What follows belongs to an exercise in optimizing a design on an open flow for a short achievable clock period and few clock cycles; a production flow would make more cautious choices. The RTL was checked by simulation tests, not by an equivalence proof against the original design. Power and IR drop assume default switching activity.

==> sierra <==
// bcd_clock_core
module bcd_clock_core (
    input  wire        clk,
    input  wire        rst,         
    input  wire        cmd_valid,
    input  wire [31:0] cmd,
    input  wire [31:0] now,
    output wire        cmd_ready,
    output wire        bus_req,
    output wire        bus_we,
    output wire [7:0]  bus_addr,
    output wire [7:0]  bus_wdata,
    input  wire        bus_done,
    input  wire [7:0]  bus_rdata,
    input  wire        bus_err,
    output wire [3:0]  led_hour,
    output wire [5:0]  led_min,
    output wire [15:0] pwm,
    output wire [15:0] result,
    output wire [7:0]  status
);
    localparam [15:0] PWM_MAX     = 16'd1024;
    localparam        SEC_HALT    = 1'b0;
    localparam [1:0] REG_SEC  = 2'h0;
    localparam [1:0] REG_MIN  = 2'h1;
    localparam [1:0] REG_HOUR = 2'h2;
    localparam [3:0] OP_DEC  = 4'h1, OP_ENC  = 4'h2, OP_TO12 = 4'h3,
                     OP_HLED = 4'h4, OP_MLED = 4'h5, OP_BRT  = 4'h6,
                     OP_DEB  = 4'h7, OP_INCH = 4'h8, OP_INCM = 4'h9,
                     OP_BTNH = 4'hA, OP_BTNM = 4'hB, OP_SYNC = 4'hC,
                     OP_REF  = 4'hD;
    localparam integer T_INCH_RD  = 0,    
                       T_INCH_WR  = 1,    
                       T_INCM_RD  = 2,    
                       T_CARRY_RD = 3,    
                       T_CARRY_WR = 4,    
                       T_INCM_WR  = 5,    
                       T_SYNC_WH  = 6,    
                       T_SYNC_WM  = 7,
                       T_SYNC_WS  = 8,    
                       T_REF_RH   = 9,    
                       T_REF_RM   = 10,
                       T_REF_RS   = 11;   
    function [6:0] t_enc;
        input [5:0] x;
        begin
            case (x)
                6'd0: t_enc = 7'h0;
                6'd1: t_enc = 7'h1;
                6'd2: t_enc = 7'h2;
                6'd3: t_enc = 7'h3;
                6'd4: t_enc = 7'h4;
                6'd5: t_enc = 7'h5;
                6'd6: t_enc = 7'h6;
                6'd7: t_enc = 7'h7;
  ...
clock: 20.0 ns
lec_check: 0
cap_margin: 20
core_margin: 2
core_utilization: 40
slew_margin: 20
standard.sh (not shown) runs the stock make flow with config.mk's settings and CLKGATE_MAP_FILE= SYNTH_SCRIPT=/design/flow/synth_recipe.tcl, a recipe that flattens the netlist after the stock synthesis.
==> flow/flow/run.sh <==
#!/bin/bash
set -euo pipefail
bash standard.sh \
  SETUP_SLACK_MARGIN=12.5 \
  "BUFFER_PORTS_ARGS=-buffer_cell sky130_fd_sc_hd__buf_4" \
  finish > standard_flow.log 2>&1
==> quartz (differences from sierra) <==
--- a/flow/design.v
+++ b/flow/design.v
@@ -965,26 +965,24 @@
     reg        ref_min_bad;     
     reg        last_valid;
     reg [31:0] last_ts;
     reg [3:0]  out_hour;
     reg [5:0]  out_min;
     reg [10:0] pwm_r;           
     reg [10:0] result_r;        
-    reg        result_ok;       
-    reg        disp_ok;         
     reg        dom_err, bus_err_f, ill_err, acc;
     assign cmd_ready = ready & ~rst;
     assign bus_req   = req_r;
     assign bus_we    = we_r;
     assign bus_addr  = {6'd0, addr_r};
     assign bus_wdata = {1'b0, wdata_r};
-    assign led_hour  = out_hour & {4{disp_ok}};
-    assign led_min   = out_min & {6{disp_ok}};
-    assign pwm       = {5'd0, pwm_r & {11{disp_ok}}};
-    assign result    = {5'd0, result_r & {11{result_ok}}};
+    assign led_hour  = out_hour;
+    assign led_min   = out_min;
+    assign pwm       = {5'd0, pwm_r};
+    assign result    = {5'd0, result_r};
     assign status    = {3'b000, ~ready, acc, ill_err, bus_err_f, dom_err};
     wire [3:0] op  = cmd[31:28];
     wire [1:0] rsv = cmd[27:26];
     wire [1:0] sel = cmd[25:24];
     wire [7:0] fa  = cmd[23:16];
     wire [7:0] fb  = cmd[15:8];
     wire [7:0] fc  = cmd[7:0];
@@ -1019,22 +1017,31 @@
     wire [4:0] enc12_a = (fa[7:5] == 3'd0) ? t_enc12(fa[4:0]) : 5'd0;
     wire [6:0]  inch_v = t_inch(bus_rdata[5:0]);      
     wire [8:0]  incm_v = t_incm(bus_rdata[6:0]);      
     wire [11:0] sec_v  = t_ref_sec(bus_rdata[6:0]);   
     wire [6:0]  min_v  = t_ref_min(bus_rdata[6:0]);   
     wire take = ready & cmd_valid;
     always @(posedge clk) begin
-        if (ready) begin
+        if (rst) begin
+            ready      <= 1'b1;
+            req_r      <= 1'b0;
+            last_valid <= 1'b0;
+            out_hour   <= 4'd0;
+            out_min    <= 6'd0;
+            pwm_r      <= 11'd0;
+            result_r   <= 11'd0;
+            dom_err    <= 1'b0;
+            bus_err_f  <= 1'b0;
+            ill_err    <= 1'b0;
+            acc        <= 1'b0;
+        end else if (ready) begin
             if (take) begin
                 if (!legal) begin
                     ill_err <= 1'b1;
                 end else begin
-                    if (op == OP_DEC || op == OP_TO12 || op == OP_HLED || op == OP_DEB ||
-                        ((op == OP_ENC || op == OP_MLED || op == OP_BRT) && !c_big))
-                        result_ok <= 1'b1;
                     case (op)
                         OP_DEC:  result_r <= {4'd0, dec_c};
                         OP_ENC:  if (c_big) dom_err <= 1'b1;
                                  else result_r <= {4'd0, t_enc(fc[5:0])};
                         OP_TO12: result_r <= {7'd0, to12_c};
                         OP_HLED: result_r <= {7'd0, to12_c};
                         OP_MLED: if (c_big) dom_err <= 1'b1;
@@ -1162,32 +1169,20 @@
                     addr_r      <= REG_SEC;
                     step        <= 12'd1 << T_REF_RS;
                 end
                 if (step[T_REF_RS]) begin
                     if (ref_min_bad || sec_v[11]) begin
                         dom_err <= 1'b1;
                     end else begin
-                        disp_ok  <= 1'b1;
                         out_hour <= ref_hour;
                         out_min  <= ref_min;
                         pwm_r    <= sec_v[10:0];
                     end
                 end
                 if (step[T_INCH_WR] || step[T_INCM_WR] || step[T_SYNC_WS] || step[T_REF_RS]) begin
                     ready <= 1'b1;
                     req_r <= 1'b0;
                 end
             end
         end
-        if (rst) begin
-            ready      <= 1'b1;
-            req_r      <= 1'b0;
-            last_valid <= 1'b0;
-            result_ok  <= 1'b0;
-            disp_ok    <= 1'b0;
-            dom_err    <= 1'b0;
-            bus_err_f  <= 1'b0;
-            ill_err    <= 1'b0;
-            acc        <= 1'b0;
-        end
     end
 endmodule
==> flow/run.sh (new file) <==
#!/bin/bash
# synth_recipe.tcl (not shown) runs the flow's synth.tcl, then flattens the netlist and writes it again
# the make line also repeats each setting of config.mk as NAME=value (left out here)
make -C /OpenROAD-flow-scripts/flow DESIGN_CONFIG=/design/flow/config.mk WORK_HOME=/design/flow/orfs CLKGATE_MAP_FILE= SYNTH_SCRIPT=/design/flow/synth_recipe.tcl finish
removed: flow/flow/run.sh
removed: flow/standard.sh
==> run summary <==
* Pin count of the biggest net entering global routing at 74
* Post-Layout Cell Count at between 1.5k and 2k
* Drt first-iter violations at ~770
* Run status: no timing/DRC/antenna violations
* Switching part of the total power at 28.9%
* List of cells traversed by the critical path: buf_2 > buf_4 > nor2_1 > clkdlybuf4s50_1
* Adder-Cell Fraction of Synth Area at 6.58%
* Clock buffer count at 21
* Number of cells produced by synthesis at roughly 1.3k
* Slew @ Worst Pin at 1.01 ns
The numbers above come from quartz.

==> run summary <==
* Run status: no timing/DRC/antenna violations
* Pin count of the biggest net entering global routing at 78
* Total CTS buffers at 17
* Adder-Cell Fraction of Synth Area at 6.41%
* Combinational share of power at 19.3%
* Switching part of the total power at 28.0%
* Drt first-iter violations at 1073
* Synth Flop Type: sky130_fd_sc_hd__edfxtp_1
* Post-Layout Cell Count at 1795
* List of cells traversed by the critical path: buf_12 > nor2_4 > buf_6
* Share of the final layout cell area in multi-input gates at 53.3%
* Clock buffer count at 22
* Number of cells produced by synthesis at between 1k and 1.5k
The numbers above come from sierra.

Testbench counts of sierra, summed over its fixed seeds: cycles 1,058,249.
Testbench counts of quartz, summed over its fixed seeds: cycles 1,058,249.

==> static timing again, ports no longer ideal <==
Ports are ideal in the flow. The routed layouts listed here were re-timed in OpenROAD.
Step 1 (the two cells are an assumption about what drives the block):
set clk [get_ports {clk}]
set_driving_cell -lib_cell sky130_fd_sc_hd__clkbuf_16 $clk
set_driving_cell -lib_cell sky130_fd_sc_hd__buf_2 [delete_from_list [all_inputs] $clk]
Step 2 also shifts input and output timing later by t, the mid clock arrival at the registers, as if the neighbouring blocks saw the same clock.
Slacks: ideal ports / drivers / drivers and shift; pairs: ideal ports / drivers.
| run | shift t [ns] | slack for setup (ns) | latest minus earliest clock arrival (ns) | worst register clock-pin slew, ns |
|---|---|---|---|---|
| sierra | 0.466 | 11.712 / 11.667 / 11.667 | 0.021 / 0.020 | 0.07 / 0.07 |
| quartz | 0.469 | 10.798 / 10.779 / 10.779 | 0.016 / 0.015 | 0.06 / 0.06 |
After both steps setup and hold are still met in every run listed. The setup slack of sierra, which loses most, moves by -0.045 ns with the drivers and by -0.045 ns with both steps.
